Source: an optimization exercise on an open RTL-to-GDS flow (aim: small area, a short achievable clock period and few clock cycles per item). Production flows keep margins and buffers that such runs may drop.
Function was not checked in any run shown here: the RTL went through the layout flow alone.
Power is estimated from default activity; no workload was simulated.

File: design.v
module sscore_enc (
    input             clk,
    input             rst,         
    input             start,
    input      [47:0] in_len,
    output            idle,
    input             in_valid,
    output            in_ready,
    input       [7:0] in_data,
    output            out_valid,
    input             out_ready,
    output     [15:0] out_cp
);
    localparam [1:0] M_SCAN = 2'b00, M_ZERO = 2'b01, M_FF = 2'b10, M_PAT = 2'b11;
    reg         idle_q;
    reg         hdr;         
    reg  [1:0]  hidx;
    reg  [47:0] R;           
    reg  [4:0]  rb;          
    reg  [3:0]  wc;          
    reg  [7:0]  w [0:8];
    reg         al;          
    reg         inrdy;
    reg         eoi;         
    reg         ovalid;
    reg  [11:0] osym;
    reg         go;          
    reg         sgo;         
    reg  [1:0]  mode;
    reg  [9:0]  cp;          
    reg         cmax;        
    reg         ph;          
    reg         ending;      
    reg         lastpair;    
    reg         sblk;        
    reg  [1:0]  se;          
    assign idle      = idle_q;
    assign in_ready  = inrdy;
    assign out_valid = ovalid;
    assign out_cp    = {4'hE, osym};
    wire can   = !ovalid || out_ready;
    wire push  = in_valid && inrdy;
    wire step  = go && can;
    wire [7:0] w0 = w[0], w1 = w[1], w2 = w[2], w3 = w[3];
    wire [7:0] w4 = w[4], w5 = w[5], w6 = w[6], w7 = w[7];
    wire z0 = (w0 == 8'h00), z1 = (w1 == 8'h00);
    wire f0 = (w0 == 8'hFF), f1 = (w1 == 8'hFF);
    wire e0 = (w0 == w2), e1 = (w1 == w3), e2 = (w2 == w4);
    wire e3 = (w3 == w5), e4 = (w4 == w6), e5 = (w5 == w7);
    wire ge2 = (wc >= 4'd2), ge4 = (wc >= 4'd4), ge5 = (wc >= 4'd5);
    wire ge6 = (wc >= 4'd6), ge8 = (wc >= 4'd8);
    wire zero4 = ge4 && z0 && z1 && e0 && e1;     
    wire ff4   = ge4 && f0 && f1 && e0 && e1;
    wire pat4  = ge8 && e0 && e1 && e2 && e3 && e4 && e5;
    wire m1    = ge4 && e0 && e1;            
    wire m2    = ge6 && e2 && e3;            
    wire m1n   = ge5 && e1 && e2;            
    wire cont  = ge2 && ((mode == M_ZERO) ? z1 : f1);
    wire [9:0] cp1 = cp + 10'd1;
    wire c1max = cmax;
    wire zfend = !cont || cmax;
    reg         demit;
    reg  [11:0] dsym;
    always @(*) begin
        demit = 1'b0;
        dsym  = {4'h0, w0};
        case (mode)
            M_SCAN: demit = !(zero4 || ff4 || pat4);
            M_PAT: begin
                if (!ph && !ending && (se != 2'd3)) begin
                    demit = !m2;
                    dsym  = {M_PAT, cp1};
                end else begin
                    demit = ending && !(ph && lastpair);
                    dsym  = {4'h0, w1};
                end
            end
            default: begin
                demit = zfend;
                dsym  = {mode, cp};
            end
        endcase
    end
    reg  [11:0] hsym, ssym;
    always @(*) begin
        case (hidx)
            2'd0: hsym = R[47:36];
            2'd1: hsym = R[35:24];
            2'd2: hsym = R[23:12];
            default: hsym = R[11:0];
        endcase
        case (se)
            2'd0: ssym = {M_PAT, cp};
            2'd1: ssym = {4'h0, w0};
            default: ssym = {4'h0, w1};
        endcase
    end
    wire        emit = can && (hdr || sgo || (go && demit));
    wire [11:0] esym = hdr ? hsym : (sgo ? ssym : dsym);
    wire sblk_step = (mode != M_PAT) ? sblk :
                     (!ph ? 1'b0 : (lastpair ? sblk : (!ending && (!m1n || c1max))));
    wire sblk_c    = sgo ? (se != 2'd2) : (go ? sblk_step : sblk);
    wire hi0     = (R[47:4] == 44'd0);
    wire finrdy  = !idle_q && !hdr && hi0 && (R[3:0] == 4'd0);
    wire body_c1 = !idle_q && !finrdy && (!hdr || (hidx == 2'd3));
    wire body_c0 = !idle_q && !hdr;
    wire [2:0] nv [0:3];
    genvar k;
    generate
        for (k = 0; k < 4; k = k + 1) begin : g_nx
            wire       cc   = (k >= 2);
            wire       pp   = (k % 2) == 1;
            wire       st   = go && cc;
            wire       shA  = !al && (pp || eoi);
            wire       alup = shA && (wc == 4'd7);
            wire       aln  = al || alup;
            wire [3:0] wcn  = alup ? (eoi ? R[3:0] : 4'd8) :
                              (wc - {3'b000, st} + {3'b000, pp || shA});
            wire       eoin = eoi || (hi0 && (R[3:0] == wc + {3'b000, pp}));
            wire       rdyn = aln && ((wcn >= 4'd8) || (eoin && (wcn != 4'd0)));
            wire       bodn = cc ? body_c1 : body_c0;
            wire       sbn  = cc ? sblk_c : sblk;
            wire       finn = cc && finrdy;
            assign nv[k] = {bodn && rdyn && !sbn, bodn && rdyn && sbn,
                            !finn && !eoin && (wcn != 4'd9)};
        end
    endgenerate
    wire [2:0] nsel = can ? (push ? nv[3] : nv[2]) : (push ? nv[1] : nv[0]);
    wire       shA   = !al && (push || eoi);
    wire       sh    = step || shA;
    wire       al_up = shA && (wc == 4'd7);
    wire       ld7   = push && (!al || (step ? (wc == 4'd8) : (wc == 4'd7)));
    wire       ld8   = push && al && (step ? (wc == 4'd9) : (wc == 4'd8));
    wire [3:0] wc_p1 = wc + 4'd1;
    wire [3:0] wc_m1 = wc - 4'd1;
    wire [3:0] wc_a1 = (wc == 4'd7) ? (eoi ? R[3:0] : 4'd8) : wc_p1;
    wire [3:0] wc_n  = al ? (push ? (step ? wc : wc_p1) : (step ? wc_m1 : wc)) :
                            ((push || eoi) ? wc_a1 : wc);
    wire       eoi_n = eoi || (hi0 && (R[3:0] == wc + {3'b000, push}));
    integer j;
    always @(posedge clk) begin
        for (j = 0; j < 7; j = j + 1)
            if (sh) w[j] <= w[j + 1];
        if (ld7)     w[7] <= in_data;
        else if (sh) w[7] <= w[8];
        if (ld8)     w[8] <= in_data;
        if (emit) osym <= esym;
        if (idle_q) begin
            if (start) R <= in_len;
            rb <= 5'd0;
        end else begin
            if (step) R[7:0] <= R[7:0] - 8'd1;
            for (j = 1; j < 6; j = j + 1)
                if (rb[j - 1]) R[8 * j +: 8] <= R[8 * j +: 8] - 8'd1;
            rb[0] <= step && (R[7:0] == 8'd0);
            for (j = 1; j < 5; j = j + 1)
                rb[j] <= rb[j - 1] && (R[8 * j +: 8] == 8'd0);
        end
        if (idle_q)     hidx <= 2'd0;
        else if (hdr && can) hidx <= hidx + 2'd1;
        if (step) begin
            case (mode)
                M_SCAN: begin
                    cp   <= 10'd2;
                    cmax <= 1'b0;
                end
                M_PAT: begin
                    if (!ph && !ending && (se != 2'd3)) begin
                        cp   <= cp1;
                        cmax <= (cp == 10'd1022);
                    end else if (!ph && (se == 2'd3) && m1) begin
                        cp   <= 10'd1;
                        cmax <= 1'b0;
                    end
                end
                default: begin
                    cp   <= zfend ? 10'd1 : cp1;
                    cmax <= !zfend && (cp == 10'd1022);
                end
            endcase
        end
        if (rst) begin
            idle_q <= 1'b1;
            hdr    <= 1'b0;
            wc     <= 4'd0;
            al     <= 1'b0;
            inrdy  <= 1'b0;
            ovalid <= 1'b0;
            go     <= 1'b0;
            sgo    <= 1'b0;
            mode   <= M_SCAN;
            ph     <= 1'b0;
            ending <= 1'b0;
            lastpair <= 1'b0;
            sblk   <= 1'b0;
            se     <= 2'd0;
        end else begin
            if (emit) ovalid <= 1'b1;
            else if (out_ready) ovalid <= 1'b0;
            if (idle_q) begin
                wc    <= 4'd0;
                al    <= 1'b0;
                go    <= 1'b0;
                sgo   <= 1'b0;
                inrdy <= start && (in_len != 48'd0);
                eoi   <= (in_len == 48'd0);
                if (start) begin
                    idle_q <= 1'b0;
                    hdr    <= 1'b1;
                end
            end else begin
                wc    <= wc_n;
                al    <= al || al_up;
                eoi   <= eoi_n;
                {go, sgo, inrdy} <= nsel;
                if (can && finrdy) idle_q <= 1'b1;
                if (can && hidx == 2'd3) hdr <= 1'b0;
            end
            if (can) sblk <= sblk_c;
            if (sgo && can) se <= se + 2'd1;
            if (step) begin
                case (mode)
                    M_SCAN: begin
                        if (zero4)      mode <= M_ZERO;
                        else if (ff4)   mode <= M_FF;
                        else if (pat4) begin
                            mode <= M_PAT;
                            ph   <= 1'b1;
                        end
                    end
                    M_PAT: begin
                        if (!ph) begin
                            ph <= 1'b1;
                            if (ending) begin
                                lastpair <= 1'b1;
                            end else if (se == 2'd3) begin
                                se <= 2'd0;
                                if (!m1) lastpair <= 1'b1;
                            end else if (!m2) begin
                                ending <= 1'b1;
                            end
                        end else begin
                            ph <= 1'b0;
                            if (lastpair) begin
                                mode     <= M_SCAN;
                                ending   <= 1'b0;
                                lastpair <= 1'b0;
                            end
                        end
                    end
                    default: begin
                        if (!cont) mode <= M_SCAN;
                    end
                endcase
            end
        end
    end
endmodule
File: flow/run.sh
#!/bin/bash
# Layout flow: the standard flow (standard synthesis unchanged), with the
# ports buffered by the smallest buffer and setup repair aimed 5.2 ns past the
# clock period.  make's output goes to standard.log; ORFS's own per-step logs
# stay under orfs/logs.
set -euo pipefail
bash standard.sh SETUP_SLACK_MARGIN=5.2 "BUFFER_PORTS_ARGS=-buffer_cell sky130_fd_sc_hd__buf_1" finish > standard.log 2>&1
File: standard.sh
#!/bin/bash
# synth_recipe.tcl (not shown) runs the flow's synth.tcl, then flattens the netlist and writes it again
# the make line also repeats each setting of config.mk as NAME=value (left out here)
make -C /OpenROAD-flow-scripts/flow DESIGN_CONFIG=/design/flow/config.mk WORK_HOME=/design/flow/orfs CLKGATE_MAP_FILE= SYNTH_SCRIPT=/design/flow/synth_recipe.tcl "${@:-finish}"
File: config.mk
export PLATFORM = sky130hd
export DESIGN_NAME = sscore_enc
export DESIGN_NICKNAME = sscore_enc
export VERILOG_FILES = /design/flow/design.v
export SDC_FILE = /design/flow/constraint.sdc
export NUM_CORES = 4
export LEC_CHECK = 0
export CAP_MARGIN = 20
export CORE_MARGIN = 2
export CORE_UTILIZATION = 45
export CTS_BUF_LIST = sky130_fd_sc_hd__clkbuf_8
export SLEW_MARGIN = 20
File: constraint.sdc
create_clock -name core_clock -period 8.0 [get_ports {clk}]
set_input_delay 1.6000 -clock core_clock [delete_from_list [all_inputs] [get_ports {clk}]]
set_output_delay 1.6000 -clock core_clock [all_outputs]
set_load 0.01 [all_outputs]
==> results of run 1 <==
==> report_power, final <==
group | switching, W | internal [W]
sequential | 0.0000674 | 0.00103
combinational | 0.000144 | 0.000104
clock | 0.000367 | 0.000227
==> routing by layer <==
| layer | wire [microns] | global-route usage, % | vias to the layer above | share of wire (%) |
|---|---|---|---|---|
| met5 | 0 | 0 | - | 0 |
| met4 | 621 | 8.25 | 0 | 2.3 |
| li1 | - | - | 3879 | - |
| met2 | 12100 | 34.8 | 303 | 44 |
| met3 | 1730 | 3.45 | 41 | 6.3 |
| met1 | 12800 | 33.5 | 3920 | 47 |
==> worst paths after layout <==
| kind | endpoint | cells past startpoint | start | slack (ns) |
|---|---|---|---|---|
| worst max-delay path | go$_SDFF_PP0_ | 7 | rst | 5.25 |
| worst min-delay path | rb[3]$_SDFF_PP0_ | 2 | rb[2]$_SDFF_PP0_ | 0.46 |
| worst max register to register | go$_SDFF_PP0_ | 9 | eoi$_DFFE_PN_ | 5.28 |
| worst min register to register | rb[3]$_SDFF_PP0_ | 2 | rb[2]$_SDFF_PP0_ | 0.46 |
==> cell usage after synthesis (all sizes together) (9+ instances only) <==
| master | n |
|---|---|
| a221oi | 10 |
| mux2 | 11 |
| a31oi | 13 |
| nand2 | 127 |
| xnor2 | 84 |
| inv | 43 |
| nor2b | 9 |
| ha | 38 |
| o21ai | 85 |
| nor2 | 60 |
| nand3 | 27 |
| a21oi | 41 |
| a222oi | 13 |
| clkbuf | 45 |
| nand4 | 23 |
| buf | 11 |
| dfxtp | 26 |
| edfxtp | 144 |
| nor4 | 33 |
| nor3 | 29 |
| xor2 | 25 |
==> flip-flops by register name (all words and copies together) (netlist names), 2 cells and up <==
register,cells
rb,5
w,72
osym,12
cp,10
mode,2
wc,4
se,2
hidx,2
R,48
==> area by class of cell <==
| type | instances | area, sq um | area share, % |
|---|---|---|---|
| Multi-Input combinational cell | 756 | 5190 | 45.7 |
| Sequential cell | 170 | 4850 | 42.7 |
| Timing Repair Buffer | 89 | 429 | 3.77 |
| Tap cell | 285 | 357 | 3.13 |
| Clock buffer | 17 | 234 | 2.06 |
| Inverter | 43 | 170 | 1.50 |
| Clock inverter | 15 | 138 | 1.21 |
==> cell families (layout without fill, tap and decap cells) <==
logic type	after synthesis	count (layout)	share of synthesized area, %
compound gates	225	225	14.4
xor+xnor	111	111	9.84
fa+ha+maj	38	38	4.67
buf+inv	99	164	3.88
flops	170	170	47.6
mux	18	18	1.91
other cells	2	4	0.0738
simple gates	360	360	17.7
==> worst max-delay path: stages <==
cell      delay (ns)
buf_2           0.20
or4_1           0.56
nor3_1          0.22
and2_1          0.19
a41o_2          0.19
a211oi_1        0.06
o22ai_1         0.15
==> what timing repair did <==
action | CTS | global route
pin swaps | 1 | 2
hold buffers | 0 | 0
resized for setup | 16 | 16
buffers inserted | 3 | 4
setup endpoints to repair | 40 | 34
cloned | 0 | 0
==> per-stage QoR <==
stage          power, W  area (sq um)  worst slack, ns
2_1_floorplan   0.00126         10300             4.60
3_5_place_dp    0.00135         10800             4.41
4_1_cts         0.00194         11200             5.21
5_1_grt         0.00202         11400             5.17
6_report        0.00194         11400             5.25
3_3_place_gp    0.00135         10800             4.45
==> results.txt, run 1 <==
final worst path period need 2.75 ns; Layout fillers between 2000 and 2500; period utilization roughly 34%; cell area after synthesis 10200 sq um; Core Area 22400 sq um; pin count of the biggest net entering global routing between 70 and 80; post-route ant nets 0; critical setup path kind in2reg; Max Slew Vio Count 0; Mean Syn Cell Area 9.95 sq um; area grow syn2layout 11.8%; setup violators final 0; DR vias 8143; P per Cell Area 170 nW/um^2; status finished clean; Required @ worst endpoint 8.41 ns; Max Cap Violations 0; Die Area between 20000 and 25000 sq um; hold slack approximately 0.46 ns; Fmax achieved 0.364 GHz; DRC 0; CP arrival 3.16 ns; Initial Utilization 45.4%; largest cells by area after synthesis edfxtp_1 42%, xnor2_1 7.2%, dfxtp_1 5.1%; Reg clk slew, reported paths 0.11 ns; n_diodes 0; Overall Global Routing Usage a little under a quarter; Die H 154 microns; Synth Register Bits 170; antenna violations before repair 0; post-synth top area cell edfxtp_1; post-synth top area share 42.5%; P_leak approximately 3.8 nW; global route overflow 0; layout cells sized above 1 10.0%; Post-Route WL 27200 microns; CTS tree built; final hold violations 0; initial DRC count 869; I/O pin count 80; register area share after synthesis 47.6%; number of global-route vias before repair 7643; library cells used by synthesis 80; IR drop worst, VDD 0.108 mV; CP Capture Type flip-flop; Clock Path Buffers 2; placed cell count roughly 1300; Worst Max-Slew Pin Slew 0.816 ns; CTS Buf Count 17; clock latency (worst-skew pair) 0.49 ns; critical path launch point type primary input; CTS Root Buffer Type clkbuf_8; router iterations before antenna repair 7; Post-synth EDFFs 144; final std cells w/o fill 1375; die width 154 microns; # H-tree levels 4; most frequent cells in the layout 144 x edfxtp_1, 125 x nand2_1, 83 x xnor2_1; synth warn 2; unrepaired setup endpoints after global routing yes; asr flop ratio synth 0%; Synth Flop Type edfxtp_1; CTS Sinks 170; via/cell ratio 5.92; Worst Clk Skew 0.0238 ns; DR WL/cell 19.8 microns; IO buf count 75; Nets 1176; Mapped Cells 1023; RD Place Congestion 0.881; Critical Path Fanout Max 15; Detailed Place HPWL approximately 20000 microns; commonest non-fill, non-tap cell in the layout edfxtp_1; Max transition margin roughly 45%; first-pass GRT wire length 42500 microns; Util after Layout 50.7%; Worst Hold Class reg2reg; row cnt 55; Fin Setup TNS 0 ns
==> run 2: changes to the inputs <==
==> flow/run.sh (replaced) <==
#!/bin/bash
# Layout flow: the standard flow (standard synthesis unchanged), with the
# ports buffered by the smallest buffer and setup repair aimed 5.25 ns past the
# clock period.  make's output goes to standard.log; ORFS's own per-step logs
# stay under orfs/logs.
set -euo pipefail
bash standard.sh SETUP_SLACK_MARGIN=5.25 "BUFFER_PORTS_ARGS=-buffer_cell sky130_fd_sc_hd__buf_1" finish > standard.log 2>&1
--- a/config.mk
+++ b/config.mk
@@ -7,6 +7,5 @@
 export LEC_CHECK = 0
 export CAP_MARGIN = 20
 export CORE_MARGIN = 2
-export CORE_UTILIZATION = 45
-export CTS_BUF_LIST = sky130_fd_sc_hd__clkbuf_8
+export CORE_UTILIZATION = 50
 export SLEW_MARGIN = 20
==> results.txt, run 2 <==
Max transition margin 25.2% (was 45.5%); design area 11800 sq um (was 11400 sq um); DRC 0 (unchanged); IO buf count 75 (unchanged); WHS Path Cells 2 (unchanged); top flop regs w x72, R x48, osym x12 (unchanged); DR WL/cell 19.6 microns (was 19.8 microns); Worst Clk Skew 0.0122 ns (was 0.0238 ns); commonest non-fill, non-tap cell in the layout edfxtp_1 (unchanged); Critical Path Fanout Max 9 (was 15); clock latency (worst-skew pair) 0.44 ns (was 0.49 ns); library cells used by synthesis 80 (unchanged); sequential cell area 4860 sq um (was 4850 sq um); CP arrival 2.98 ns (was 3.16 ns); die width 147 microns (was 154 microns); largest cells by area after synthesis edfxtp_1 42%, xnor2_1 7.2%, dfxtp_1 5.1% (unchanged); max FFs per register 72 (unchanged); I/O pin count 80 (unchanged); critical setup path kind in2reg (unchanged); P_leak 4.06 nW (was 3.84 nW); Die H 147 microns (was 154 microns); P per Cell Area 189 nW/um^2 (was 170 nW/um^2); Fmax achieved 0.359 GHz (was 0.364 GHz); CP Capture Type flip-flop (unchanged); final hold violations 0 (unchanged); router iterations before antenna repair 7 (unchanged); Placed Area 10700 sq um (was 10800 sq um); Clock Path Buffers 2 (unchanged); Max Cap Violations 0 (unchanged); cell area after synthesis 10200 sq um (unchanged); Core Area 20100 sq um (was 22400 sq um); Overall Global Routing Usage 25.3% (was 22.9%); n_diodes 0 (unchanged); worst r2r path cells 7 (was 9); setup violators final 0 (unchanged); pin count of the biggest net entering global routing 96 (was 74); post-route ant nets 0 (unchanged); post-synth top area cell edfxtp_1 (unchanged); # H-tree levels 4 (unchanged); Max Slew Vio Count 0 (unchanged); IR drop worst, VDD 0.149 mV (was 0.108 mV); Layout fillers 1760 (was 2097); row cnt 52 (was 55); antenna violations before repair 0 (unchanged); multi-input logic area 5280 sq um (was 5190 sq um); CTS tree built (unchanged); Reg clk slew, reported paths 0.08 ns (was 0.11 ns); area grow syn2layout 16.3% (was 11.8%); final worst path period need 2.79 ns (was 2.75 ns); Post-synth EDFFs 144 (unchanged); layout cells sized above 1 12.1% (was 10.0%); status finished clean (unchanged); most frequent cells in the layout 144 x edfxtp_1, 125 x nand2_1, 83 x xnor2_1 (unchanged); global route overflow 0 (unchanged); CTS Sinks 170 (unchanged); asr flop ratio synth 0% (unchanged); post-synth top area share 42.5% (unchanged); Synth top cells by count 144 x edfxtp_1, 126 x nand2_1, 84 x xnor2_1 (unchanged); Die Area 21500 sq um (was 23800 sq um); Nets 1187 (was 1176); largest reg by FF count w (unchanged); Synth Register Bits 170 (unchanged); Mapped Cells 1023 (unchanged); CTS Root Buffer Type clkbuf_16 (was clkbuf_8); Post-Route WL 26900 microns (was 27200 microns); first-pass GRT wire length 42400 microns (was 42500 microns); beginning of the worst register-to-register path w[2][4]$_DFFE_PP_ (was eoi$_DFFE_PN_); Worst Max-Slew Pin Slew 1.12 ns (was 0.816 ns); Required @ worst endpoint 8.20 ns (was 8.41 ns); Hold Crit Start rb[3]$_SDFF_PP0_ (was rb[2]$_SDFF_PP0_); Initial Utilization 50.6% (was 45.4%); Worst Hold Class reg2reg (unchanged); CTS Buf Count 17 (unchanged); Detailed Place HPWL 19100 microns (was 19700 microns); DR vias 8124 (was 8143); Critical path origin out_ready (was rst); period utilization 34.9% (was 34.4%); critical path launch point type primary input (unchanged); Mean Syn Cell Area 9.95 sq um (unchanged); synth warn 2 (unchanged); top-count cell post-synth edfxtp_1 (unchanged); RD Place Congestion 0.901 (was 0.881); initial DRC count 807 (was 869); Fin Setup TNS 0 ns (unchanged); unrepaired setup endpoints after global routing yes (unchanged); via/cell ratio 5.93 (was 5.92); Synth Flop Type edfxtp_1 (unchanged); number of global-route vias before repair 7686 (was 7643); register area share after synthesis 47.6% (unchanged)
run 2: path summary, 6_finish.rpt:
path,endpoint,slack (ns)
max,w[7][6]$_DFFE_PP_,5.21
min,rb[4]$_SDFF_PP0_,0.47
min reg2reg,rb[4]$_SDFF_PP0_,0.47
max reg2reg,osym[1]$_DFFE_PP_,5.36
run 2: critical path: stages:
cell      delay (ns)
buf_1           0.10
nand2b_4        0.21
nand2_8         0.08
nor4_4          0.25
a21oi_2         0.07
a21oi_4         0.17
buf_12          0.15
mux2_2          0.33
run 2: stage by stage:
| step | hold slack (ns) | power (W) | util, % | cells | setup WS, ns |
|---|---|---|---|---|---|
| after global placement | 0.452 | 0.00135 | 53.4 | 1318 | 4.21 |
| after CTS | 0.470 | 0.00224 | 57.4 | 1354 | 5.11 |
| final | 0.470 | 0.00224 | 58.9 | 1371 | 5.21 |
| after floorplan | 0.440 | 0.00126 | - | 1025 | 4.60 |
| after detailed placement | 0.455 | 0.00135 | 53.4 | 1318 | 4.22 |
| after global routing | 0.495 | 0.00232 | 58.9 | 1371 | 5.16 |
run 2: logic make-up after synthesis:
family	synth area share, %
AND/OR/NAND/NOR	17.7
AO/OA/AOI/OAI	14.4
flip-flops	47.6
XOR/XNOR	9.84
buffers and inverters	3.88
adder cells (fa/ha/maj)	4.67
multiplexers	1.91
other	0.0738
run 2: cell type report:
class / instances / area share [%]
Clock buffer: 17 / 3.59
Clock inverter: 15 / 1.86
Inverter: 43 / 1.41
Multi-Input combinational cell: 756 / 44.6
Sequential cell: 170 / 41.1
Tap cell: 270 / 2.85
Timing Repair Buffer: 100 / 4.59
run 2: repair_timing:
action | CTS | global route
cloned | 0 | 1
setup buffers | 4 | 16
setup endpoints to repair | 60 | 40
pin swaps | 5 | 14
hold buffers | 0 | 0
gates resized for setup | 22 | 28
run 2: routing by layer:
metal	GRT usage, %	wire length, microns	vias up
met4	7.91	571	0
met5	0	0	-
met1	36.8	12500	3880
li1	-	-	3902
met3	3.50	1540	39
met2	39.3	12300	303
run 2: power by group:
part	switching [W]	internal [W]
clock	0.000445	0.000440
combinational	0.000143	0.000109
sequential	0.0000691	0.00103
total	0.000658	0.00158
==> run 3: changes to the inputs <==
--- a/design.v
+++ b/design.v
@@ -12,11 +12,13 @@
     output     [15:0] out_cp
 );
     localparam [1:0] M_SCAN = 2'b00, M_ZERO = 2'b01, M_FF = 2'b10, M_PAT = 2'b11;
-    reg         idle_q;
+    reg         idle_q;      
+    reg         busy;        
     reg         hdr;         
     reg  [1:0]  hidx;
     reg  [47:0] R;           
     reg  [4:0]  rb;          
+    reg  [5:1]  gz;          
     reg  [3:0]  wc;          
     reg  [7:0]  w [0:8];
     reg         al;          
@@ -59,51 +61,35 @@
     wire [9:0] cp1 = cp + 10'd1;
     wire c1max = cmax;
     wire zfend = !cont || cmax;
-    reg         demit;
-    reg  [11:0] dsym;
+    wire pnorm = !ph && !ending && (se != 2'd3);    
+    reg  demit;
     always @(*) begin
-        demit = 1'b0;
-        dsym  = {4'h0, w0};
         case (mode)
-            M_SCAN: demit = !(zero4 || ff4 || pat4);
-            M_PAT: begin
-                if (!ph && !ending && (se != 2'd3)) begin
-                    demit = !m2;
-                    dsym  = {M_PAT, cp1};
-                end else begin
-                    demit = ending && !(ph && lastpair);
-                    dsym  = {4'h0, w1};
-                end
-            end
-            default: begin
-                demit = zfend;
-                dsym  = {mode, cp};
-            end
+            M_SCAN:  demit = !(zero4 || ff4 || pat4);
+            M_PAT:   demit = pnorm ? !m2 : (ending && !(ph && lastpair));
+            default: demit = zfend;
         endcase
     end
-    reg  [11:0] hsym, ssym;
-    always @(*) begin
-        case (hidx)
-            2'd0: hsym = R[47:36];
-            2'd1: hsym = R[35:24];
-            2'd2: hsym = R[23:12];
-            default: hsym = R[11:0];
-        endcase
-        case (se)
-            2'd0: ssym = {M_PAT, cp};
-            2'd1: ssym = {4'h0, w0};
-            default: ssym = {4'h0, w1};
-        endcase
-    end
+    wire s_h0  = hdr && (hidx == 2'd0);
+    wire s_h1  = hdr && (hidx == 2'd1);
+    wire s_h2  = hdr && (hidx == 2'd2);
+    wire s_h3  = hdr && (hidx == 2'd3);
+    wire s_w0  = !hdr && (sgo ? (se == 2'd1) : (mode == M_SCAN));
+    wire s_w1  = !hdr && (sgo ? (se == 2'd2) : ((mode == M_PAT) && !pnorm));
+    wire s_cp  = !hdr && (sgo ? (se == 2'd0) : ((mode == M_ZERO) || (mode == M_FF)));
+    wire s_cp1 = !hdr && !sgo && (mode == M_PAT) && pnorm;
     wire        emit = can && (hdr || sgo || (go && demit));
-    wire [11:0] esym = hdr ? hsym : (sgo ? ssym : dsym);
+    wire [11:0] esym = ({12{s_h0}}  & R[47:36])      | ({12{s_h1}} & R[35:24]) |
+                       ({12{s_h2}}  & R[23:12])      | ({12{s_h3}} & R[11:0])  |
+                       ({12{s_w0}}  & {4'h0, w0})    | ({12{s_w1}} & {4'h0, w1}) |
+                       ({12{s_cp}}  & {mode, cp})    | ({12{s_cp1}} & {M_PAT, cp1});
     wire sblk_step = (mode != M_PAT) ? sblk :
                      (!ph ? 1'b0 : (lastpair ? sblk : (!ending && (!m1n || c1max))));
     wire sblk_c    = sgo ? (se != 2'd2) : (go ? sblk_step : sblk);
-    wire hi0     = (R[47:4] == 44'd0);
-    wire finrdy  = !idle_q && !hdr && hi0 && (R[3:0] == 4'd0);
-    wire body_c1 = !idle_q && !finrdy && (!hdr || (hidx == 2'd3));
-    wire body_c0 = !idle_q && !hdr;
+    wire hi0     = (&gz) && (R[7:4] == 4'd0);
+    wire finrdy  = busy && !hdr && hi0 && (R[3:0] == 4'd0);
+    wire body_c1 = busy && !finrdy && (!hdr || (hidx == 2'd3));
+    wire body_c0 = busy && !hdr;
     wire [2:0] nv [0:3];
     genvar k;
     generate
@@ -144,11 +130,15 @@
         if (ld7)     w[7] <= in_data;
         else if (sh) w[7] <= w[8];
         if (ld8)     w[8] <= in_data;
-        if (emit) osym <= esym;
-        if (idle_q) begin
+        if (can) osym <= esym;
+        if (!busy) begin
             if (start) R <= in_len;
+            for (j = 1; j < 6; j = j + 1)
+                gz[j] <= (in_len[8 * j +: 8] == 8'd0);
             rb <= 5'd0;
         end else begin
+            for (j = 1; j < 6; j = j + 1)
+                if (rb[j - 1]) gz[j] <= (R[8 * j +: 8] == 8'd1);
             if (step) R[7:0] <= R[7:0] - 8'd1;
             for (j = 1; j < 6; j = j + 1)
                 if (rb[j - 1]) R[8 * j +: 8] <= R[8 * j +: 8] - 8'd1;
@@ -156,7 +146,7 @@
             for (j = 1; j < 5; j = j + 1)
                 rb[j] <= rb[j - 1] && (R[8 * j +: 8] == 8'd0);
         end
-        if (idle_q)     hidx <= 2'd0;
+        if (!busy)      hidx <= 2'd0;
         else if (hdr && can) hidx <= hidx + 2'd1;
         if (step) begin
             case (mode)
@@ -181,6 +171,7 @@
         end
         if (rst) begin
             idle_q <= 1'b1;
+            busy   <= 1'b0;
             hdr    <= 1'b0;
             wc     <= 4'd0;
             al     <= 1'b0;
@@ -197,7 +188,7 @@
         end else begin
             if (emit) ovalid <= 1'b1;
             else if (out_ready) ovalid <= 1'b0;
-            if (idle_q) begin
+            if (!busy) begin
                 wc    <= 4'd0;
                 al    <= 1'b0;
                 go    <= 1'b0;
@@ -206,6 +197,7 @@
                 eoi   <= (in_len == 48'd0);
                 if (start) begin
                     idle_q <= 1'b0;
+                    busy   <= 1'b1;
                     hdr    <= 1'b1;
                 end
             end else begin
@@ -213,7 +205,10 @@
                 al    <= al || al_up;
                 eoi   <= eoi_n;
                 {go, sgo, inrdy} <= nsel;
-                if (can && finrdy) idle_q <= 1'b1;
+                if (can && finrdy) begin
+                    idle_q <= 1'b1;
+                    busy   <= 1'b0;
+                end
                 if (can && hidx == 2'd3) hdr <= 1'b0;
             end
             if (can) sblk <= sblk_c;
==> flow/run.sh (replaced) <==
#!/bin/bash
# Layout flow: the standard flow (standard synthesis unchanged), with the
# ports buffered by the smallest buffer and setup repair aimed 5.3 ns past the
# clock period.  make's output goes to standard.log; ORFS's own per-step logs
# stay under orfs/logs.
set -euo pipefail
bash standard.sh SETUP_SLACK_MARGIN=5.3 "BUFFER_PORTS_ARGS=-buffer_cell sky130_fd_sc_hd__buf_1" finish > standard.log 2>&1
--- a/config.mk
+++ b/config.mk
@@ -7,5 +7,5 @@
 export LEC_CHECK = 0
 export CAP_MARGIN = 20
 export CORE_MARGIN = 2
-export CORE_UTILIZATION = 50
+export CORE_UTILIZATION = 45
 export SLEW_MARGIN = 20
==> results.txt, run 3 <==
critical path launch point type primary input (unchanged); layout cells sized above 1 13.5% (was 12.1%); final worst path period need 2.79 ns (about the same); Layout fillers 1982 (was 1760); DR WL/cell 20.1 microns (was 19.6 microns); post-synthesis xor/xnor area fraction 9.94% (was 9.84%); Synth top cells by count 149 x edfxtp_1, 84 x nor2_1, 84 x xnor2_1 (was 144 x edfxtp_1, 126 x nand2_1, 84 x xnor2_1); Reg clk slew, reported paths 0.08 ns (about the same); n_diodes 0 (unchanged); Mean Syn Cell Area 10.5 sq um (was 9.95 sq um); asr flop ratio synth 0% (unchanged); Die H 154 microns (was 147 microns); P per Cell Area 198 nW/um^2 (was 189 nW/um^2); RD Place Congestion 0.901 (about the same); register area share after synthesis 49.8% (was 47.6%); CP Capture Type flip-flop (unchanged); DR vias 7862 (was 8124); Synth Flop Type edfxtp_1 (unchanged); period utilization 34.9% (about the same); crit path cell chain buf_8 -> nor4_4 -> nand2_2 -> or4_4 -> nor3_4 -> buf_4 -> o32ai_2 (was buf_1 -> nand2b_4 -> nand2_8 -> nor4_4 -> a21oi_2 -> a21oi_4 -> buf_12 -> mux2_2); Placed Area 10700 sq um (about the same); Max Slew Vio Count 0 (unchanged); initial DRC count 758 (was 807); Worst Max-Slew Pin Slew 0.832 ns (was 1.12 ns); Synth Area in Simple Gates 17.0% (was 17.7%); Die Area 23600 sq um (was 21500 sq um); die width 154 microns (was 147 microns); antenna violations before repair 0 (unchanged); clock latency (worst-skew pair) 0.44 ns (about the same); post-synth top area share 44.4% (was 42.5%); top-count cell post-synth edfxtp_1 (unchanged); CP peak stage delay 0.55 ns (was 0.33 ns); DRC 0 (unchanged); cell area after synthesis 10100 sq um (was 10200 sq um); Mapped Cells 959 (was 1023); pin count of the biggest net entering global routing 85 (was 96); # H-tree levels 4 (unchanged); status finished clean (unchanged); Post-synth EDFFs 149 (was 144); unrepaired setup endpoints after global routing yes (unchanged); worst path buffer plus inverter count 2 (unchanged); synth warn 2 (unchanged); cts hold-fix bufs 0 (unchanged); IO buf count 75 (unchanged); placed cell count 1272 (was 1318); area grow syn2layout 17.2% (was 16.3%); P_leak 4.07 nW (was 4.06 nW); first-pass GRT wire length 41900 microns (was 42400 microns); Max Cap Violations 0 (unchanged); Fmax achieved 0.358 GHz (was 0.359 GHz); IR drop worst, VDD 0.151 mV (was 0.149 mV); Nets 1130 (was 1187); max FFs per register 72 (unchanged); top flop regs w x72, R x48, osym x12 (unchanged); critical setup path kind in2reg (unchanged); mux cell area share after synthesis 2.56% (was 1.91%); Fin Setup TNS 0 ns (unchanged); CTS tree built (unchanged); global route overflow 0 (unchanged); Detailed Place HPWL 19000 microns (was 19100 microns); Synth Register Bits 176 (was 170); Worst Hold Class reg2reg (unchanged); Overall Global Routing Usage 22.6% (was 25.3%); library cells used by synthesis 72 (was 80); post-synthesis compound-gate area fraction 12.4% (was 14.4%); largest reg by FF count w (unchanged); Required @ worst endpoint 8.30 ns (was 8.20 ns); post-synth top area cell edfxtp_1 (unchanged); most frequent cells in the layout 149 x edfxtp_1, 84 x nor2_1, 84 x xnor2_1 (was 144 x edfxtp_1, 125 x nand2_1, 83 x xnor2_1); Worst Clk Skew 0.0128 ns (was 0.0122 ns); design area 11800 sq um (about the same); main combinational cell family by area after synthesis simple AND/OR/NAND/NOR gates (unchanged); CP delay by family, top simple AND/OR/NAND/NOR gates (unchanged); largest cells by area after synthesis edfxtp_1 44%, xnor2_1 7.3%, dfxtp_1 5.4% (was edfxtp_1 42%, xnor2_1 7.2%, dfxtp_1 5.1%); Critical Path Fanout Max 2 (was 9); Post-Route WL 26600 microns (was 26900 microns); Initial Utilization 46.0% (was 50.6%); Core Area 21900 sq um (was 20100 sq um); number of global-route vias before repair 7510 (was 7686); CP arrival 3.10 ns (was 2.98 ns); post-route ant nets 0 (unchanged); CTS Root Buffer Type clkbuf_16 (unchanged); via/cell ratio 5.94 (was 5.93); setup violators final 0 (unchanged); Post-Synth Adder-Cell Area 4.72% (was 4.67%); I/O pin count 80 (unchanged); commonest non-fill, non-tap cell in the layout edfxtp_1 (unchanged); final hold violations 0 (unchanged); Max transition margin 44.3% (was 25.2%); CTS Sinks 176 (was 170); row cnt 54 (was 52); CTS Buf Count 17 (unchanged); Clock Path Buffers 2 (unchanged); CP max stage cell or4_4 (was mux2_2); router iterations before antenna repair 6 (was 7); final std cells w/o fill 1324 (was 1371)
[run 3: changes by cell type in the layout (fill, tap and decap cells not counted), sizes merged, moves of 8 or more]
cell	delta
a31oi	-8
nor2	+24
nand2	-46
nor3	-9
a21oi	+16
or4	+10
o21ai	-65
a22oi	+18
[run 3: repair_timing]
| item | CTS | global route |
|---|---|---|
| cloned | 1 | 1 |
| resized for setup | 45 | 41 |
| setup endpoints to repair | 110 | 31 |
| setup buffers | 7 | 11 |
| pin swaps | 14 | 18 |
[run 3: report_power, final]
group          internal, W  switching [W]
registers          0.00108      0.0000852
logic             0.000132       0.000177
clock network     0.000427       0.000433
total              0.00164       0.000695
[run 3: final timing paths]
kind | startpoint | end | slack, ns | cells after the start
setup / recovery | in_len[7] | inrdy$_SDFF_PP0_ | 5.21 | 7
setup reg to reg | wc[0]$_SDFFE_PP0P_ | inrdy$_SDFF_PP0_ | 5.35 | 11
hold / removal | w[6][7]$_DFFE_PP_ | w[5][7]$_DFFE_PP_ | 0.47 | 0
hold reg to reg | w[6][7]$_DFFE_PP_ | w[5][7]$_DFFE_PP_ | 0.47 | 0
[run 3: through the flow]
stage | setup WS (ns) | power, W | utilization (%) | hold WS, ns
global route | 5.17 | 0.00243 | 53.9 | 0.484
CTS | 5.18 | 0.00233 | 52.6 | 0.474
global placement | 4.23 | 0.00147 | 48.7 | 0.451
finish | 5.21 | 0.00234 | 53.9 | 0.472
floorplan | 4.73 | 0.00136 | - | 0.444
detailed placement | 4.19 | 0.00147 | 48.7 | 0.456
[run 3: area by class of cell]
class                   count  area [sq um]  area share (%)
well taps                 280           350            2.97
clock buffers              17           425            3.61
repair inverters            1          6.26          0.0530
repair buffers             97           558            4.73
flip-flops and latches    176          5030            42.7
inverters                  41           174            1.47
clock inverters            15           183            1.55
multi-input cells         697          5060            42.9
[run 3: cells by family (layout without fill, tap and decap cells)]
kind of cell / count (synthesis) / in the layout
multiplexers: 23 / 23
AND/OR/NAND/NOR: 339 / 339
flip-flops: 176 / 176
other: 2 / 4
buffers and inverters: 88 / 171
adder cells (fa/ha/maj): 38 / 38
XOR/XNOR: 111 / 111
AO/OA/AOI/OAI: 182 / 182
[run 3: metal layers]
layer | GRT usage (%) | wire [microns]
met1 | 32.8 | 12200
met2 | 35.4 | 12300
met3 | 3.44 | 1680
met4 | 6.51 | 365
met5 | 0 | 0
==> run 4: changes to the inputs <==
==> flow/run.sh (replaced) <==
#!/bin/bash
# Layout flow: the standard flow (standard synthesis unchanged), with the
# ports buffered by the smallest buffer and setup repair aimed 5.2 ns past the
# clock period.  make's output goes to standard.log; ORFS's own per-step logs
# stay under orfs/logs.
set -euo pipefail
bash standard.sh SETUP_SLACK_MARGIN=5.2 "BUFFER_PORTS_ARGS=-buffer_cell sky130_fd_sc_hd__buf_1" finish > standard.log 2>&1
==> results.txt, run 4 <==
register area share after synthesis 49.8% (unchanged); Max transition margin 38.7% (was 44.3%); # H-tree levels 4 (unchanged); final worst path period need 2.88 ns (was 2.79 ns); Post-synth EDFFs 149 (unchanged); Clock Path Buffers 2 (unchanged); critical path launch point type primary input (unchanged); IR drop worst, VDD 0.159 mV (was 0.151 mV); P per Cell Area 200 nW/um^2 (was 198 nW/um^2); library cells used by synthesis 72 (unchanged); initial DRC count 710 (was 758); Fin Setup TNS 0 ns (unchanged); worst r2r path cells 11 (unchanged); final worst slack 5.12 ns (was 5.21 ns); CTS Sinks 176 (unchanged); CP Capture Type flip-flop (unchanged); largest cells by area after synthesis edfxtp_1 44%, xnor2_1 7.3%, dfxtp_1 5.4% (unchanged); commonest non-fill, non-tap cell in the layout edfxtp_1 (unchanged); DR WL/cell 19.8 microns (was 20.1 microns); antenna violations before repair 0 (unchanged); Mapped Cells 959 (unchanged); unrepaired setup endpoints after global routing yes (unchanged); Layout fillers 1968 (was 1982); Synth Flop Type edfxtp_1 (unchanged); final std cells w/o fill 1313 (was 1324); router iterations before antenna repair 5 (was 6); CTS Root Buffer Type clkbuf_16 (unchanged); Initial Utilization 46.0% (unchanged); setup violators final 0 (unchanged); critical setup path kind in2reg (unchanged); status finished clean (unchanged); CTS Buf Count 17 (unchanged); Synth Register Bits 176 (unchanged); Required @ worst endpoint 8.29 ns (was 8.30 ns); Max Cap Violations 0 (unchanged); post-place setup slack 4.16 ns (was 4.19 ns); Nets 1119 (was 1130); largest reg by FF count w (unchanged); row cnt 54 (unchanged); Mean Syn Cell Area 10.5 sq um (unchanged); post-route ant nets 0 (unchanged); Worst Max-Slew Pin Slew 0.916 ns (was 0.832 ns); Core Area 21900 sq um (unchanged); via/cell ratio 5.95 (was 5.94); max FFs per register 72 (unchanged); asr flop ratio synth 0% (unchanged); most frequent cells in the layout 149 x edfxtp_1, 84 x nor2_1, 84 x xnor2_1 (unchanged); post-synth top area share 44.4% (unchanged); die width 154 microns (unchanged); Die H 154 microns (unchanged); Reg clk slew, reported paths 0.08 ns (about the same); synth warn 2 (unchanged); multi-input logic area 4970 sq um (was 5060 sq um); final hold violations 0 (unchanged); n_diodes 0 (unchanged); Die Area 23600 sq um (unchanged); cell area after synthesis 10100 sq um (unchanged); Detailed Place HPWL 18800 microns (was 19000 microns); Worst Clk Skew 0.0158 ns (was 0.0128 ns); period utilization 36.0% (was 34.9%); top flop regs w x72, R x48, osym x12 (unchanged); pin count of the biggest net entering global routing 92 (was 85); Post-Route WL 26000 microns (was 26600 microns); RD Place Congestion 0.897 (was 0.901); top-count cell post-synth edfxtp_1 (unchanged); Fmax achieved 0.347 GHz (was 0.358 GHz); placed cell count 1272 (unchanged); Overall Global Routing Usage 22.1% (was 22.6%); CP arrival 3.17 ns (was 3.10 ns); global route overflow 0 (unchanged); CTS tree built (unchanged); Critical Path Fanout Max 2 (unchanged); sequential cell area 5030 sq um (about the same); Max Slew Vio Count 0 (unchanged); P_leak 3.99 nW (was 4.07 nW); Worst Hold Class reg2reg (unchanged); layout cells sized above 1 11.2% (was 13.5%); post-synth top area cell edfxtp_1 (unchanged); Util after Layout 52.9% (was 53.9%); first-pass GRT wire length 41200 microns (was 41900 microns); DRC 0 (unchanged); I/O pin count 80 (unchanged); DR vias 7806 (was 7862); clock latency (worst-skew pair) 0.44 ns (about the same); IO buf count 75 (unchanged); number of global-route vias before repair 7423 (was 7510); WHS Path Cells 0 (unchanged); Synth top cells by count 149 x edfxtp_1, 84 x nor2_1, 84 x xnor2_1 (unchanged); area grow syn2layout 15.0% (was 17.2%)
## run 4: cell counts after synthesis
No cell type changed its count.
## run 4: final cells by class
type / count / share of cell area [%]
multi-input combinational: 697 / 42.9
timing repair buffer: 86 / 3.78
clock inverter: 15 / 1.52
tap: 280 / 3.03
inverter: 41 / 1.51
clock buffer: 17 / 3.68
sequential: 176 / 43.5
timing repair inverter: 1 / 0.0757
## run 4: cells by family after synthesis
logic type | synth area share [%]
compound gates | 12.4
xor+xnor | 9.94
fa+ha+maj | 4.72
buf+inv | 3.52
flops | 49.8
mux | 2.56
other cells | 0.0746
simple gates | 17.0
## run 4: critical path: stages
cell	delay, ns
buf_6	0.10
nor4_4	0.28
nand2_2	0.12
or4_4	0.57
nor3_4	0.30
nor2_1	0.08
a21oi_1	0.12
## run 4: path summary, 6_finish.rpt
kind | start | end | slack (ns)
setup / recovery | in_len[31] | eoi$_DFFE_PN_ | 5.12
setup reg to reg | wc[0]$_SDFFE_PP0P_ | inrdy$_SDFF_PP0_ | 5.27
hold reg to reg | w[6][4]$_DFFE_PP_ | w[5][4]$_DFFE_PP_ | 0.48
hold / removal | w[6][4]$_DFFE_PP_ | w[5][4]$_DFFE_PP_ | 0.48
## run 4: power by group
group | total, W | internal, W | switching [W]
combinational | 0.000302 | 0.000127 | 0.000175
clock | 0.000845 | 0.000427 | 0.000418
sequential | 0.00117 | 0.00108 | 0.0000830
## run 4: per-layer routing
metal	wire (microns)	global-route usage [%]	vias to the layer above
met5	0	0	-
li1	-	-	3687
met3	1890	4.37	32
met2	11900	34.0	320
met4	489	6.33	0
met1	11800	32.0	3767
## run 4: repair_timing
action                                  4_1_cts  5_1_grt
hold buffers                                  0        0
endpoints found under the setup margin      108       41
gates cloned                                  0        1
gates resized for setup                      18       53
buffers inserted                              5        3
pin swaps                                     3       14
## run 4: metrics by stage
step                total power (W)  hold WS [ns]  instance area [sq um]
floorplan                   0.00136         0.444                  10200
global placement            0.00147         0.449                  10600
detailed placement          0.00147         0.457                  10600
CTS                         0.00231         0.479                  11300
global route                0.00241         0.487                  11600
finish                      0.00231         0.478                  11600
==> run 5: changes to the inputs <==
--- a/config.mk
+++ b/config.mk
@@ -8,4 +8,5 @@
 export CAP_MARGIN = 20
 export CORE_MARGIN = 2
 export CORE_UTILIZATION = 45
+export CTS_BUF_LIST = sky130_fd_sc_hd__clkbuf_8
 export SLEW_MARGIN = 20
==> results.txt, run 5 <==
status finished clean (unchanged); IR drop worst, VDD 0.112 mV (was 0.159 mV); Fin Setup TNS 0 ns (unchanged); CTS tree built (unchanged); top flop regs w x72, R x48, osym x12 (unchanged); multi-input logic area 4980 sq um (was 4970 sq um); Die H 154 microns (unchanged); DR WL/cell 19.7 microns (was 19.8 microns); Detailed Place HPWL 18800 microns (unchanged); via/cell ratio 5.92 (was 5.95); global route overflow 0 (unchanged); die width 154 microns (unchanged); area grow syn2layout 13.3% (was 15.0%); Clock Path Buffers 2 (unchanged); Max Slew Vio Count 0 (unchanged); crit path cell chain buf_6 -> nor4_4 -> nand2_2 -> or4_4 -> nor3_4 -> nor2_1 -> a21oi_1 (unchanged); RD Place Congestion 0.897 (unchanged); Critical Path Fanout Max 2 (unchanged); Synth Register Bits 176 (unchanged); post-route ant nets 0 (unchanged); Worst Max-Slew Pin Slew 0.915 ns (was 0.916 ns); CTS Buf Count 17 (unchanged); largest cells by area after synthesis edfxtp_1 44%, xnor2_1 7.3%, dfxtp_1 5.4% (unchanged); P per Cell Area 185 nW/um^2 (was 200 nW/um^2); Synth Flop Type edfxtp_1 (unchanged); clock network power share 30.2% (was 36.5%); DRC 0 (unchanged); Initial Utilization 46.0% (unchanged); I/O pin count 80 (unchanged); CTS Root Buffer Type clkbuf_8 (was clkbuf_16); layout cells sized above 1 11.9% (was 11.2%); Worst Clk Skew 0.0259 ns (was 0.0158 ns); critical path launch point type primary input (unchanged); sequential cell area 5030 sq um (unchanged); Nets 1121 (was 1119); Fmax achieved 0.355 GHz (was 0.347 GHz); router iterations before antenna repair 5 (unchanged); first-pass GRT wire length 40900 microns (was 41200 microns); cell-internal power 0.00145 W (was 0.00164 W); Post-Route WL 25900 microns (was 26000 microns); Synth top cells by count 149 x edfxtp_1, 84 x nor2_1, 84 x xnor2_1 (unchanged); Mapped Cells 959 (unchanged); IO buf count 75 (unchanged); setup violators final 0 (unchanged); Reg clk slew, reported paths 0.10 ns (was 0.08 ns); largest reg by FF count w (unchanged); Layout fillers 2006 (was 1968); CP max stage cell or4_4 (unchanged); PnR Total Power 0.00211 W (was 0.00231 W); critical setup path kind in2reg (unchanged); cell area after synthesis 10100 sq um (unchanged); Max transition margin 38.8% (was 38.7%); top-count cell post-synth edfxtp_1 (unchanged); Overall Global Routing Usage 22.0% (was 22.1%); antenna violations before repair 0 (unchanged); max FFs per register 72 (unchanged); period utilization 35.2% (was 36.0%); CP Capture Type flip-flop (unchanged); Die Area 23600 sq um (unchanged); Mean Syn Cell Area 10.5 sq um (unchanged); number of global-route vias before repair 7394 (was 7423); CTS Sinks 176 (unchanged); Critical path origin in_len[31] (unchanged); pin count of the biggest net entering global routing 92 (unchanged); Sw Ratio 30.9% (was 29.2%); post-synth top area share 44.4% (unchanged); library cells used by synthesis 72 (unchanged); beginning of the worst register-to-register path wc[0]$_SDFFE_PP0P_ (unchanged); Required @ worst endpoint 8.33 ns (was 8.29 ns); final worst path period need 2.81 ns (was 2.88 ns); Hold Crit Start w[7][3]$_DFFE_PP_ (was w[6][4]$_DFFE_PP_); initial DRC count 686 (was 710); Core Area 21900 sq um (unchanged); synth warn 2 (unchanged); n_diodes 0 (unchanged); post-synth top area cell edfxtp_1 (unchanged); Worst Hold Class reg2reg (unchanged); Post-synth EDFFs 149 (unchanged); CP peak stage delay 0.56 ns (was 0.57 ns); clock latency (worst-skew pair) 0.48 ns (was 0.44 ns); # H-tree levels 4 (unchanged); unrepaired setup endpoints after global routing yes (unchanged); Logic pwr share 14.4% (was 13.1%); CP arrival 3.15 ns (was 3.17 ns); commonest non-fill, non-tap cell in the layout edfxtp_1 (unchanged); asr flop ratio synth 0% (unchanged); P_leak 3.91 nW (was 3.99 nW); Util after Layout 52.1% (was 52.9%); register area share after synthesis 49.8% (unchanged); Net Sw Power 0.000651 W (was 0.000676 W); final hold violations 0 (unchanged); DR vias 7791 (was 7806); Max Cap Violations 0 (unchanged); most frequent cells in the layout 149 x edfxtp_1, 84 x nor2_1, 84 x xnor2_1 (unchanged); row cnt 54 (unchanged); Seq pwr share 55.4% (was 50.4%)
-- run 5: cell type report --
cell class / count / share of cell area [%]
timing repair buffer: 89 / 3.98
clock inverter: 15 / 1.55
clock buffer: 17 / 2.05
inverter: 41 / 1.50
multi-input combinational: 697 / 43.7
tap: 280 / 3.07
sequential: 176 / 44.1
-- run 5: timing repair --
action	in CTS	in global routing
setup endpoints to repair	108	42
hold buffers	0	0
gates resized for setup	16	57
buffers inserted	5	6
pin swaps	3	17
-- run 5: worst max-delay path, delay by kind of cell --
kind                   cells  cell delay (ns)
AND/OR/NAND/NOR            5             1.32
buffers and inverters      1             0.10
AO/OA/AOI/OAI              1             0.12
-- run 5: cell families (layout without fill, tap and decap cells) --
group                    count (synthesis)  in the layout  share of synthesized area (%)
AO/OA/AOI/OAI                          182            182                           12.4
flip-flops                             176            176                           49.8
adder cells (fa/ha/maj)                 38             38                           4.72
buffers and inverters                   88            162                           3.52
AND/OR/NAND/NOR                        339            339                           17.0
other                                    2              4                         0.0746
multiplexers                            23             23                           2.56
XOR/XNOR                               111            111                           9.94
-- run 5: layer usage --
metal | vias to the layer above | global-route usage (%) | part of all wire, %
met1 | 3779 | 32.0 | 46
li1 | 3682 | - | -
met5 | - | 0 | 0
met2 | 293 | 33.5 | 45
met4 | 0 | 7.51 | 2.2
met3 | 37 | 3.58 | 6.8
-- run 5: final timing paths --
check	cells after the start	slack, ns	end
setup / recovery	7	5.19	eoi$_DFFE_PN_
hold reg to reg	0	0.48	w[6][3]$_DFFE_PP_
setup reg to reg	11	5.34	go$_SDFF_PP0_
hold / removal	0	0.48	w[6][3]$_DFFE_PP_
-- run 5: per-stage QoR --
stage,instance area [sq um],cells,hold WS (ns),setup slack (ns)
floorplan,10200,961,0.444,4.73
global placement,10600,1272,0.449,4.22
global route,11400,1315,0.496,5.13
detailed placement,10600,1272,0.457,4.16
CTS,11100,1309,0.485,5.21
finish,11400,1315,0.484,5.19
-- run 5: power groups by stage --
stage	Combinational, W	Clock [W]	Sequential (W)
2_1_floorplan	0.000206	0	0.00116
3_3_place_gp	0.000280	0	0.00119
3_5_place_dp	0.000281	0	0.00119
4_1_cts	0.000288	0.000646	0.00117
5_1_grt	0.000335	0.000682	0.00118
6_report	0.000303	0.000636	0.00117
==> run 6: changes to the inputs <==
--- a/design.v
+++ b/design.v
@@ -24,6 +24,7 @@
     reg         al;          
     reg         inrdy;
     reg         eoi;         
+    reg  [3:0]  lft;         
     reg         ovalid;
     reg  [11:0] osym;
     reg         go;          
@@ -90,25 +91,28 @@
     wire finrdy  = busy && !hdr && hi0 && (R[3:0] == 4'd0);
     wire body_c1 = busy && !finrdy && (!hdr || (hidx == 2'd3));
     wire body_c0 = busy && !hdr;
+    wire wc0 = (wc == 4'd0), wc7 = (wc == 4'd7), wc8 = (wc == 4'd8), wc9 = (wc == 4'd9);
+    wire wge2 = (wc >= 4'd2), wge7 = (wc >= 4'd7);
+    wire lz = (lft == 4'd0), l1 = (lft == 4'd1);
     wire [2:0] nv [0:3];
     genvar k;
     generate
         for (k = 0; k < 4; k = k + 1) begin : g_nx
-            wire       cc   = (k >= 2);
-            wire       pp   = (k % 2) == 1;
-            wire       st   = go && cc;
-            wire       shA  = !al && (pp || eoi);
-            wire       alup = shA && (wc == 4'd7);
-            wire       aln  = al || alup;
-            wire [3:0] wcn  = alup ? (eoi ? R[3:0] : 4'd8) :
-                              (wc - {3'b000, st} + {3'b000, pp || shA});
-            wire       eoin = eoi || (hi0 && (R[3:0] == wc + {3'b000, pp}));
-            wire       rdyn = aln && ((wcn >= 4'd8) || (eoin && (wcn != 4'd0)));
-            wire       bodn = cc ? body_c1 : body_c0;
-            wire       sbn  = cc ? sblk_c : sblk;
-            wire       finn = cc && finrdy;
+            wire cc   = (k >= 2);
+            wire pp   = (k % 2) == 1;
+            wire st   = go && cc;
+            wire alup = !al && (pp || eoi) && wc7;
+            wire ge8n = al ? (pp ? (st ? ge8 : wge7) : (st ? wc9 : ge8)) : (alup && !eoi);
+            wire nzn  = al ? (pp ? (st ? !wc0 : 1'b1) : (st ? wge2 : !wc0))
+                           : (alup && (!eoi || (R[3:0] != 4'd0)));
+            wire n9n  = al ? (pp ? (st ? !wc9 : !wc8) : (st ? 1'b1 : !wc9)) : 1'b1;
+            wire eoin = eoi || (hi0 && (pp ? l1 : lz));
+            wire rdyn = (al || alup) && (ge8n || (eoin && nzn));
+            wire bodn = cc ? body_c1 : body_c0;
+            wire sbn  = cc ? sblk_c : sblk;
+            wire finn = cc && finrdy;
             assign nv[k] = {bodn && rdyn && !sbn, bodn && rdyn && sbn,
-                            !finn && !eoin && (wcn != 4'd9)};
+                            !finn && !eoin && n9n};
         end
     endgenerate
     wire [2:0] nsel = can ? (push ? nv[3] : nv[2]) : (push ? nv[1] : nv[0]);
@@ -122,7 +126,21 @@
     wire [3:0] wc_a1 = (wc == 4'd7) ? (eoi ? R[3:0] : 4'd8) : wc_p1;
     wire [3:0] wc_n  = al ? (push ? (step ? wc : wc_p1) : (step ? wc_m1 : wc)) :
                             ((push || eoi) ? wc_a1 : wc);
-    wire       eoi_n = eoi || (hi0 && (R[3:0] == wc + {3'b000, push}));
+    wire       eoi_n = eoi || (hi0 && (push ? l1 : lz));
+    wire [5:1]  rgo = rb;
+    wire [47:8] rtg;
+    genvar g, b;
+    generate
+        for (g = 1; g < 6; g = g + 1) begin : g_rb
+            for (b = 0; b < 8; b = b + 1) begin : g_bit
+                if (b == 0) begin : g_lsb
+                    assign rtg[8 * g] = rgo[g];
+                end else begin : g_up
+                    assign rtg[8 * g + b] = rgo[g] && (R[8 * g +: b] == {b{1'b0}});
+                end
+            end
+        end
+    endgenerate
     integer j;
     always @(posedge clk) begin
         for (j = 0; j < 7; j = j + 1)
@@ -131,6 +149,8 @@
         else if (sh) w[7] <= w[8];
         if (ld8)     w[8] <= in_data;
         if (can) osym <= esym;
+        if (!busy)     lft <= in_len[3:0];
+        else if (push) lft <= lft - 4'd1;
         if (!busy) begin
             if (start) R <= in_len;
             for (j = 1; j < 6; j = j + 1)
@@ -140,8 +160,8 @@
             for (j = 1; j < 6; j = j + 1)
                 if (rb[j - 1]) gz[j] <= (R[8 * j +: 8] == 8'd1);
             if (step) R[7:0] <= R[7:0] - 8'd1;
-            for (j = 1; j < 6; j = j + 1)
-                if (rb[j - 1]) R[8 * j +: 8] <= R[8 * j +: 8] - 8'd1;
+            for (j = 8; j < 48; j = j + 1)
+                if (rtg[j]) R[j] <= !R[j];
             rb[0] <= step && (R[7:0] == 8'd0);
             for (j = 1; j < 5; j = j + 1)
                 rb[j] <= rb[j - 1] && (R[8 * j +: 8] == 8'd0);
--- a/config.mk
+++ b/config.mk
@@ -8,5 +8,4 @@
 export CAP_MARGIN = 20
 export CORE_MARGIN = 2
 export CORE_UTILIZATION = 45
-export CTS_BUF_LIST = sky130_fd_sc_hd__clkbuf_8
 export SLEW_MARGIN = 20
==> results.txt, run 6 <==
Worst Max-Slew Pin Slew 0.850 ns (was 0.915 ns); post-synth top area cell edfxtp_1 (unchanged); Die Area 22100 sq um (was 23600 sq um); Reg clk slew, reported paths 0.07 ns (was 0.10 ns); IR drop worst, VDD 0.179 mV (was 0.112 mV); design area 10800 sq um (was 11400 sq um); pin count of the biggest net entering global routing 85 (was 92); largest reg by FF count w (unchanged); final worst slack 5.16 ns (was 5.19 ns); Fmax achieved 0.352 GHz (was 0.355 GHz); DR vias 7135 (was 7791); multi-input logic area 4220 sq um (was 4980 sq um); sequential cell area 5130 sq um (was 5030 sq um); CP arrival 3.03 ns (was 3.15 ns); row cnt 52 (was 54); Initial Utilization 46.2% (was 46.0%); CP Capture Type flip-flop (unchanged); Max Cap Violations 0 (unchanged); Post-synth EDFFs 153 (was 149); setup violators final 0 (unchanged); cts hold-fix bufs 0 (unchanged); area grow syn2layout 15.1% (was 13.3%); n_diodes 0 (unchanged); most frequent cells in the layout 153 x edfxtp_1, 131 x nand2_1, 71 x buf_1 (was 149 x edfxtp_1, 84 x nor2_1, 84 x xnor2_1); Mapped Cells 882 (was 959); initial DRC count 642 (was 686); CTS Buf Count 17 (unchanged); DRC 0 (unchanged); Mean Syn Cell Area 10.7 sq um (was 10.5 sq um); Core Area 20400 sq um (was 21900 sq um); P per Cell Area 201 nW/um^2 (was 185 nW/um^2); Worst Hold Class reg2reg (unchanged); die width 149 microns (was 154 microns); P_leak 3.70 nW (was 3.91 nW); final worst path period need 2.84 ns (was 2.81 ns); Fin Setup TNS 0 ns (unchanged); critical setup path kind in2reg (unchanged); number of global-route vias before repair 6764 (was 7394); asr flop ratio synth 0% (unchanged); critical path launch point type primary input (unchanged); # H-tree levels 4 (unchanged); Max transition margin 43.3% (was 38.8%); max FFs per register 72 (unchanged); router iterations before antenna repair 6 (was 5); DR WL/cell 18.7 microns (was 19.7 microns); Worst Clk Skew 0.00980 ns (was 0.0259 ns); library cells used by synthesis 78 (was 72); antenna violations before repair 0 (unchanged); Max Slew Vio Count 0 (unchanged); CTS tree built (unchanged); Critical Path Fanout Max 5 (was 2); post-route ant nets 0 (unchanged); Layout fillers 1819 (was 2006); post-place setup slack 4.22 ns (was 4.16 ns); Clock Path Buffers 2 (unchanged); global route overflow 0 (unchanged); register area share after synthesis 54.6% (was 49.8%); Post-Route WL 23100 microns (was 25900 microns); unrepaired setup endpoints after global routing yes (unchanged); clock latency (worst-skew pair) 0.43 ns (was 0.48 ns); commonest non-fill, non-tap cell in the layout edfxtp_1 (unchanged); I/O pin count 80 (unchanged); via/cell ratio 5.79 (was 5.92); largest cells by area after synthesis edfxtp_1 49%, dfxtp_1 5.7%, nand2_1 5.4% (was edfxtp_1 44%, xnor2_1 7.3%, dfxtp_1 5.4%); top-count cell post-synth edfxtp_1 (unchanged); first-pass GRT wire length 36600 microns (was 40900 microns); Synth top cells by count 153 x edfxtp_1, 136 x nand2_1, 69 x o21ai_0 (was 149 x edfxtp_1, 84 x nor2_1, 84 x xnor2_1); Detailed Place HPWL 16400 microns (was 18800 microns); RD Place Congestion 0.859 (was 0.897); CTS Sinks 180 (was 176); Required @ worst endpoint 8.19 ns (was 8.33 ns); Synth Register Bits 180 (was 176); Overall Global Routing Usage 21.3% (was 22.0%); top flop regs w x72, R x48, osym x12 (unchanged); synth warn 2 (unchanged); CTS Root Buffer Type clkbuf_16 (was clkbuf_8); period utilization 35.5% (was 35.2%); Synth Flop Type edfxtp_1 (unchanged); Placed Area 9970 sq um (was 10600 sq um); cell area after synthesis 9410 sq um (was 10100 sq um); Die H 149 microns (was 154 microns); final hold violations 0 (unchanged); Nets 1032 (was 1121); IO buf count 75 (unchanged); status finished clean (unchanged); post-synth top area share 48.8% (was 44.4%); layout cells sized above 1 10.5% (was 11.9%)
-- run 6: cell count changes after synthesis, sizes merged, moves of 8 or more --
| cell | previous run | this run |
|---|---|---|
| a21oi | 57 | 30 |
| a22oi | 26 | 35 |
| ha | 38 | 21 |
| inv | 40 | 19 |
| nand2 | 81 | 136 |
| nand3 | 30 | 21 |
| nor2 | 84 | 43 |
| nor2b | 9 | 1 |
| o21ai | 20 | 73 |
| or4 | 12 | 4 |
| xnor2 | 84 | 57 |
| xor2 | 25 | 10 |
-- run 6: worst paths after layout --
kind	depth (start not counted)	end	slack, ns	from
max reg2reg	5	cp[5]$_DFFE_PP_	5.57	wc[3]$_SDFFE_PP0P_
min reg2reg	2	idle_q$_SDFFE_PP1P_	0.44	idle_q$_SDFFE_PP1P_
min	2	idle_q$_SDFFE_PP1P_	0.44	idle_q$_SDFFE_PP1P_
max	10	w[7][7]$_DFFE_PP_	5.16	out_ready
-- run 6: final cells by class --
| cell class | instances | share of cell area [%] |
|---|---|---|
| clock inverter | 14 | 1.07 |
| multi-input combinational | 639 | 39.0 |
| clock buffer | 18 | 3.96 |
| sequential | 180 | 47.4 |
| timing repair buffer | 92 | 4.66 |
| inverter | 19 | 0.728 |
| tap | 270 | 3.12 |
| timing repair inverter | 1 | 0.0578 |
-- run 6: logic make-up after synthesis --
group	count (synthesis)	synth area share, %
AND/OR/NAND/NOR	330	17.5
AO/OA/AOI/OAI	200	13.9
flip-flops	180	54.6
XOR/XNOR	67	6.24
buffers and inverters	65	2.98
adder cells (fa/ha/maj)	21	2.79
multiplexers	17	1.94
other	2	0.0798
-- run 6: layer usage --
layer / vias to the layer above / GRT usage, % / wire (microns)
met5: - / 0 / 0
met4: 0 / 6.48 / 379
met3: 20 / 3.47 / 1080
met2: 210 / 32.2 / 10400
met1: 3460 / 31.7 / 11200
li1: 3445 / - / -
-- run 6: critical path, stage by stage --
cell     delay, ns
buf_6         0.10
and2b_4       0.27
inv_8         0.04
and2_4        0.16
o21ai_4       0.06
o21ai_2       0.10
a21oi_4       0.16
buf_6         0.12
buf_12        0.11
mux2_4        0.29
-- run 6: timing repair --
item	4_1_cts	5_1_grt
buffers inserted	9	2
pin swaps	2	9
gates cloned	3	0
setup endpoints to repair	96	31
resized for setup	12	26
-- run 6: metrics by stage --
stage	cells	hold WS, ns	total power (W)	utilization [%]
after floorplan	884	0.442	0.00131	-
after global placement	1187	0.430	0.00139	48.9
after detailed placement	1187	0.436	0.00139	48.9
after CTS	1231	0.447	0.00219	52.6
after global routing	1233	0.480	0.00226	53.2
final	1233	0.441	0.00218	53.2
-- run 6: power breakdown --
group | total, W | internal, W | switching (W) | leakage (nW)
clock | 0.000789 | 0.000408 | 0.000380 | 0.270
sequential | 0.00116 | 0.00109 | 0.0000680 | 1.69
combinational | 0.000226 | 0.0000961 | 0.000130 | 1.74

re-timing with driven ports:
The results above use ideal ports. As a check the final layouts listed here were re-extracted and re-timed, cells and wires unchanged. Step 1 sets driving cells, clkbuf_16 on the clock port and buf_2 on the other inputs (assumed; they add their load-dependent delay and slew). Step 2 adds t to the input delays and takes it off the output delays; t is the mean of the earliest and latest rising clock arrival at the registers after step 1. Input paths then give back, and output paths get back, about the clock's delay inside the block. a / b / c = no drivers / after step 1 / after step 2; a / b = the first two.
run | shift t [ns] | setup WS [ns] | hold slack, ns
run 1 | 0.522 | 5.250 / 5.246 / 4.754 | 0.464 / 0.464 / 0.464
run 2 | 0.486 | 5.212 / 5.235 / 4.749 | 0.470 / 0.470 / 0.470
run 3 | 0.476 | 5.206 / 5.211 / 4.735 | 0.472 / 0.472 / 0.472
run 4 | 0.477 | 5.120 / 5.136 / 4.658 | 0.478 / 0.478 / 0.478
run 5 | 0.514 | 5.185 / 5.197 / 4.684 | 0.484 / 0.484 / 0.484
run 6 | 0.474 | 5.159 / 5.178 / 4.704 | 0.441 / 0.441 / 0.441
After both steps every run listed still meets setup and hold. The setup slack of run 5, which loses most, moves by +0.012 ns with the drivers and by -0.501 ns with both steps.
